This is an optimization exercise on Yosys and OpenROAD, whose aim is small area, not a production implementation. Only simulation tests tie the RTL to the original design; equivalence was not proved. No driver is modelled on the clock port, so clock power and skew are understated where the tree is cut down; a real chip needs a root buffer or a tree.

Setup of main:
==> module beebc_decoder, before the edit <==
module beebc_decoder (
    input  wire [3:0] state,
    input  wire [3:0] opcode,    
    input  wire       cf,
    input  wire       zf,
    output reg  [3:0] next
);
    localparam [3:0] C0   = 4'd0;
    localparam [3:0] C1   = 4'd9;
    localparam [3:0] C2   = 4'd2;
    localparam [3:0] C3   = 4'd8;
    localparam [3:0] C4   = 4'd7;
    localparam [3:0] C5   = 4'd4;
    localparam [3:0] C6   = 4'd5;
    localparam [3:0] C7   = 4'd1;
    localparam [3:0] LDA  = 4'd15;
    localparam [3:0] ADD  = 4'd10;
    localparam [3:0] SUB  = 4'd14;
    localparam [3:0] STA  = 4'd12;
    localparam [3:0] OUT  = 4'd11;
    localparam [3:0] JMP  = 4'd13;
    localparam [3:0] CPY  = 4'd6;
    localparam [3:0] HLT  = 4'd3;
    always @(*) begin
        case (state)
            C0:  next = C1;
            C1:  next = C2;
            C2:
                case (opcode)
                    4'd1:    next = LDA;
                    4'd2:    next = ADD;
                    4'd3:    next = SUB;
                    4'd4:    next = STA;
                    4'd6:    next = JMP;
                    4'd7:    next = cf ? JMP : C3;    
                    4'd8:    next = zf ? JMP : C3;    
                    4'd14:   next = OUT;
                    4'd15:   next = HLT;
                    default: next = C3;               
                endcase
            C3:  next = C4;
            C4:  next = C5;
            C5:  next = C6;
            C6:  next = C7;
            C7:  next = C0;
            LDA: next = C4;
            ADD: next = CPY;
            SUB: next = CPY;
            STA: next = C4;
            OUT: next = C4;
            JMP: next = C4;
            CPY: next = C5;
            default: next = HLT;                      
        endcase
    end
endmodule
==> module beebc_core, before the edit <==
module beebc_core (
    input  wire       clk,
    input  wire       rst,         
    output wire [3:0] mem_addr,
    input  wire [7:0] mem_rdata,
    output wire [7:0] mem_wdata,
    output wire       mem_we,
    output wire [7:0] out,
    output wire       out_strobe,
    output wire       halted
);
    localparam [3:0] C0   = 4'd0;
    localparam [3:0] C1   = 4'd9;
    localparam [3:0] C2   = 4'd2;
    localparam [3:0] C3   = 4'd8;
    localparam [3:0] C4   = 4'd7;
    localparam [3:0] C5   = 4'd4;
    localparam [3:0] C6   = 4'd5;
    localparam [3:0] C7   = 4'd1;
    localparam [3:0] LDA  = 4'd15;
    localparam [3:0] ADD  = 4'd10;
    localparam [3:0] SUB  = 4'd14;
    localparam [3:0] STA  = 4'd12;
    localparam [3:0] OUT  = 4'd11;
    localparam [3:0] JMP  = 4'd13;
    localparam [3:0] CPY  = 4'd6;
    localparam [3:0] HLT  = 4'd3;
    reg  [3:0] state;
    reg  [3:0] pc;
    reg  [3:0] m;       
    reg  [7:0] a;
    reg  [7:0] alu;
    reg        cf;
    reg        zf;
    wire [3:0] next;
    beebc_decoder u_dec (
        .state  (state),
        .opcode (mem_rdata[7:4]),
        .cf     (cf),
        .zf     (zf),
        .next   (next)
    );
    wire fetch  = (state == C2);
    wire s_lda  = (state == LDA);
    wire s_alu  = (state == ADD) | (state == SUB);    
    wire s_sub  = state[2];    
    wire s_copy = (state == CPY);                     
    wire s_step = (state == C3) | (state == LDA) | (state == ADD) | (state == SUB) |
                  (state == STA) | (state == OUT);    
    wire [7:0] b = mem_rdata ^ {8{s_sub}};
    wire [8:0] c;
    wire [7:0] r;
    assign c[0] = s_sub;
    assign r[0] = a[0] ^ mem_rdata[0];
    assign c[1] = s_sub ? (a[0] | ~mem_rdata[0]) : (a[0] & mem_rdata[0]);
    genvar i;
    generate
        for (i = 1; i < 8; i = i + 1) begin : g_add
            assign r[i]   = a[i] ^ b[i] ^ c[i];
            assign c[i+1] = (a[i] & b[i]) | (c[i] & (a[i] ^ b[i]));
        end
    endgenerate
    wire ovf = c[8] ^ s_sub;
    wire is_ldi = fetch & (mem_rdata[7:4] == 4'd5);
    wire a_from_alu = ~rst & s_copy;
    wire a_from_mem = ~rst & (s_lda | is_ldi);
    wire a_hold     = ~rst & ~(s_copy | s_lda | is_ldi);
    wire [7:0] ld   = {mem_rdata[7:4] & {4{~fetch}}, mem_rdata[3:0]};
    wire alu_load   = ~rst & s_alu & ~ovf;
    wire alu_hold   = ~rst & ~(s_alu & ~ovf);
    always @(posedge clk) begin
        m   <= pc + 4'd1;
        a   <= ({8{a_from_alu}} & alu) | ({8{a_from_mem}} & ld) | ({8{a_hold}} & a);
        alu <= ({8{alu_load}} & r) | ({8{alu_hold}} & alu);
        if (rst) begin
            state <= C0;
            pc    <= 4'd0;
            cf    <= 1'b0;
            zf    <= 1'b0;
        end else begin
            state <= next;
            if (fetch)
                pc <= mem_rdata[3:0];
            else if (s_step)
                pc <= m;
            if (s_alu) begin
                cf <= ovf;
                zf <= ~ovf & (r == 8'h00);
            end
        end
    end
    assign mem_addr   = pc;
    assign mem_wdata  = a;
    assign mem_we     = (state == STA);
    assign out        = a;
    assign out_strobe = (state == OUT);
    assign halted     = (state == HLT);
endmodule
Settings: LEC_CHECK=0, CAP_MARGIN=20, CORE_MARGIN=2, CORE_UTILIZATION=40, SLEW_MARGIN=20, BUFFER_PORTS_ARGS=-buffer_cell sky130_fd_sc_hd__buf_1, CTS_ARGS=-repair_clock_nets -buf_list sky130_fd_sc_hd__clkbuf_4 -dont_use_dummy_load -sink_buffer_max_cap_derate 1.0, POST_CTS_TCL=/design/flow/flow/collapse.tcl, COLLAPSE_ROOT_CELL=sky130_fd_sc_hd__buf_12; clock period 8.0 ns.
standard.sh (not shown) runs the stock make flow with config.mk's settings and CLKGATE_MAP_FILE= SYNTH_SCRIPT=/design/flow/synth_recipe.tcl, a recipe that flattens the netlist after the stock synthesis.
==> flow/flow/run.sh <==
#!/bin/bash
# The standard ORFS layout (standard.sh), with three changes:
#  - synthesis maps the logic with the area-oriented ABC script in
#    flow/abc_area.abc instead of ORFS's speed script (the rest of the
#    standard synthesis, synth_recipe.tcl, is unchanged: same registers, same
#    flattening and renaming);
#  - the port buffers are the smallest buffer cell, sky130_fd_sc_hd__buf_1;
#  - clock tree synthesis options (CTS_ARGS below), after which
#    flow/collapse.tcl (run by ORFS as the POST_CTS_TCL hook) merges the
#    clock tree into one buffer, a sky130_fd_sc_hd__buf_12, that drives every register.

# The make output of every step goes to standard.log in this folder; ORFS's
# own per-step logs stay under orfs/logs.
set -euo pipefail
here=$(pwd)
export MY_ABC_SCRIPT=$here/flow/abc_area.abc
{
  head -n 1 synth_recipe.tcl
  cat <<'TCL'
proc abc {args} {
  set i [lsearch -exact $args -script]
  if {$i >= 0} { set args [lreplace $args $i [expr {$i + 1}] -script $::env(MY_ABC_SCRIPT)] }
  yosys abc {*}$args
}
TCL
  tail -n +2 synth_recipe.tcl
} > my_synth.tcl
sed "s#SYNTH_SCRIPT=[^ ]*synth_recipe.tcl#SYNTH_SCRIPT=$here/my_synth.tcl#" standard.sh > my_standard.sh
grep -q "SYNTH_SCRIPT=$here/my_synth.tcl" my_standard.sh
echo 'export BUFFER_PORTS_ARGS = -buffer_cell sky130_fd_sc_hd__buf_1' >> config.mk
CTS_ARGS="-repair_clock_nets -buf_list sky130_fd_sc_hd__clkbuf_4 -dont_use_dummy_load -sink_buffer_max_cap_derate 1.0"
if [ -n "$CTS_ARGS" ]; then echo "export CTS_ARGS = $CTS_ARGS" >> config.mk; fi
echo "export POST_CTS_TCL = $here/flow/collapse.tcl" >> config.mk
echo 'export COLLAPSE_ROOT_CELL = sky130_fd_sc_hd__buf_12' >> config.mk
bash my_standard.sh > standard.log 2>&1
Other scripts of this flow, unchanged in this note and not shown: flow/flow/abc_area.abc, flow/flow/collapse.tcl
#### Input delta (the feature branch over main)
diff --git a/flow/design.v b/flow/design.v
--- a/flow/design.v
+++ b/flow/design.v
@@ -11,15 +11,15 @@
     localparam [3:0] C3   = 4'd8;
     localparam [3:0] C4   = 4'd7;
     localparam [3:0] C5   = 4'd4;
     localparam [3:0] C6   = 4'd5;
     localparam [3:0] C7   = 4'd1;
-    localparam [3:0] LDA  = 4'd15;
-    localparam [3:0] ADD  = 4'd10;
+    localparam [3:0] LDA  = 4'd10;
+    localparam [3:0] ADD  = 4'd15;
     localparam [3:0] SUB  = 4'd14;
-    localparam [3:0] STA  = 4'd12;
-    localparam [3:0] OUT  = 4'd11;
+    localparam [3:0] STA  = 4'd11;
+    localparam [3:0] OUT  = 4'd12;
     localparam [3:0] JMP  = 4'd13;
     localparam [3:0] CPY  = 4'd6;
     localparam [3:0] HLT  = 4'd3;
     always @(*) begin
         case (state)
@@ -71,15 +71,15 @@
     localparam [3:0] C3   = 4'd8;
     localparam [3:0] C4   = 4'd7;
     localparam [3:0] C5   = 4'd4;
     localparam [3:0] C6   = 4'd5;
     localparam [3:0] C7   = 4'd1;
-    localparam [3:0] LDA  = 4'd15;
-    localparam [3:0] ADD  = 4'd10;
+    localparam [3:0] LDA  = 4'd10;
+    localparam [3:0] ADD  = 4'd15;
     localparam [3:0] SUB  = 4'd14;
-    localparam [3:0] STA  = 4'd12;
-    localparam [3:0] OUT  = 4'd11;
+    localparam [3:0] STA  = 4'd11;
+    localparam [3:0] OUT  = 4'd12;
     localparam [3:0] JMP  = 4'd13;
     localparam [3:0] CPY  = 4'd6;
     localparam [3:0] HLT  = 4'd3;
     reg  [3:0] state;
     reg  [3:0] pc;
@@ -97,23 +97,21 @@
         .next   (next)
     );
     wire fetch  = (state == C2);
     wire s_lda  = (state == LDA);
     wire s_alu  = (state == ADD) | (state == SUB);    
-    wire s_sub  = state[2];    
+    wire s_sub  = ~state[0];    
     wire s_copy = (state == CPY);                     
     wire s_step = (state == C3) | (state == LDA) | (state == ADD) | (state == SUB) |
                   (state == STA) | (state == OUT);    
     wire [7:0] b = mem_rdata ^ {8{s_sub}};
     wire [8:0] c;
     wire [7:0] r;
     assign c[0] = s_sub;
-    assign r[0] = a[0] ^ mem_rdata[0];
-    assign c[1] = s_sub ? (a[0] | ~mem_rdata[0]) : (a[0] & mem_rdata[0]);
     genvar i;
     generate
-        for (i = 1; i < 8; i = i + 1) begin : g_add
+        for (i = 0; i < 8; i = i + 1) begin : g_add
             assign r[i]   = a[i] ^ b[i] ^ c[i];
             assign c[i+1] = (a[i] & b[i]) | (c[i] & (a[i] ^ b[i]));
         end
     endgenerate
     wire ovf = c[8] ^ s_sub;
Findings:
Relative to main, the final cell area reported for the feature branch is lower. Cmp main and the feature branch / initial core utilization / lower: main. The feature branch vs main — post-route worst setup slack rose 540 ps. [compare] base=main new=the feature branch: final critical path time including I/O delays and setup decreased 540 ps; share of synthesized area occupied by flip-flops and latches decreased 0.24 points; hold slack essentially unchanged. Compared with main, in the feature branch portion of the clock cycle consumed by the worst path in the final layout -6.8 points; core occupancy in the finished layout -0.21 points; clock-buffer cell count ~0 delta.

## static timing again, ports no longer ideal
How much do the figures lean on ideal ports? The routed layouts below were timed once more, with nothing changed but the port constraints. Step 1: set_driving_cell puts a clkbuf_16 on clk and a buf_2 on each other input, an assumption about the parent block. Step 2, shift: input delay + t, output delay - t, t = (earliest + latest rising clock arrival at the registers) / 2. This alone moves slack from input paths to output paths. a / b / c = ideal ports / drivers / drivers and shift; a / b = the first two.
| run | t, ns | setup slack, ns | slew at the worst register clock pin (ns) |
|---|---|---|---|
| main | 0.172 | 2.367 / 2.376 / 2.204 | 0.11 / 0.11 |
| the feature branch | 0.170 | 2.911 / 2.920 / 2.749 | 0.11 / 0.11 |
After both steps every run listed still meets setup and hold. The setup slack of main, which loses most, moves by +0.009 ns with the drivers and by -0.163 ns with both steps.
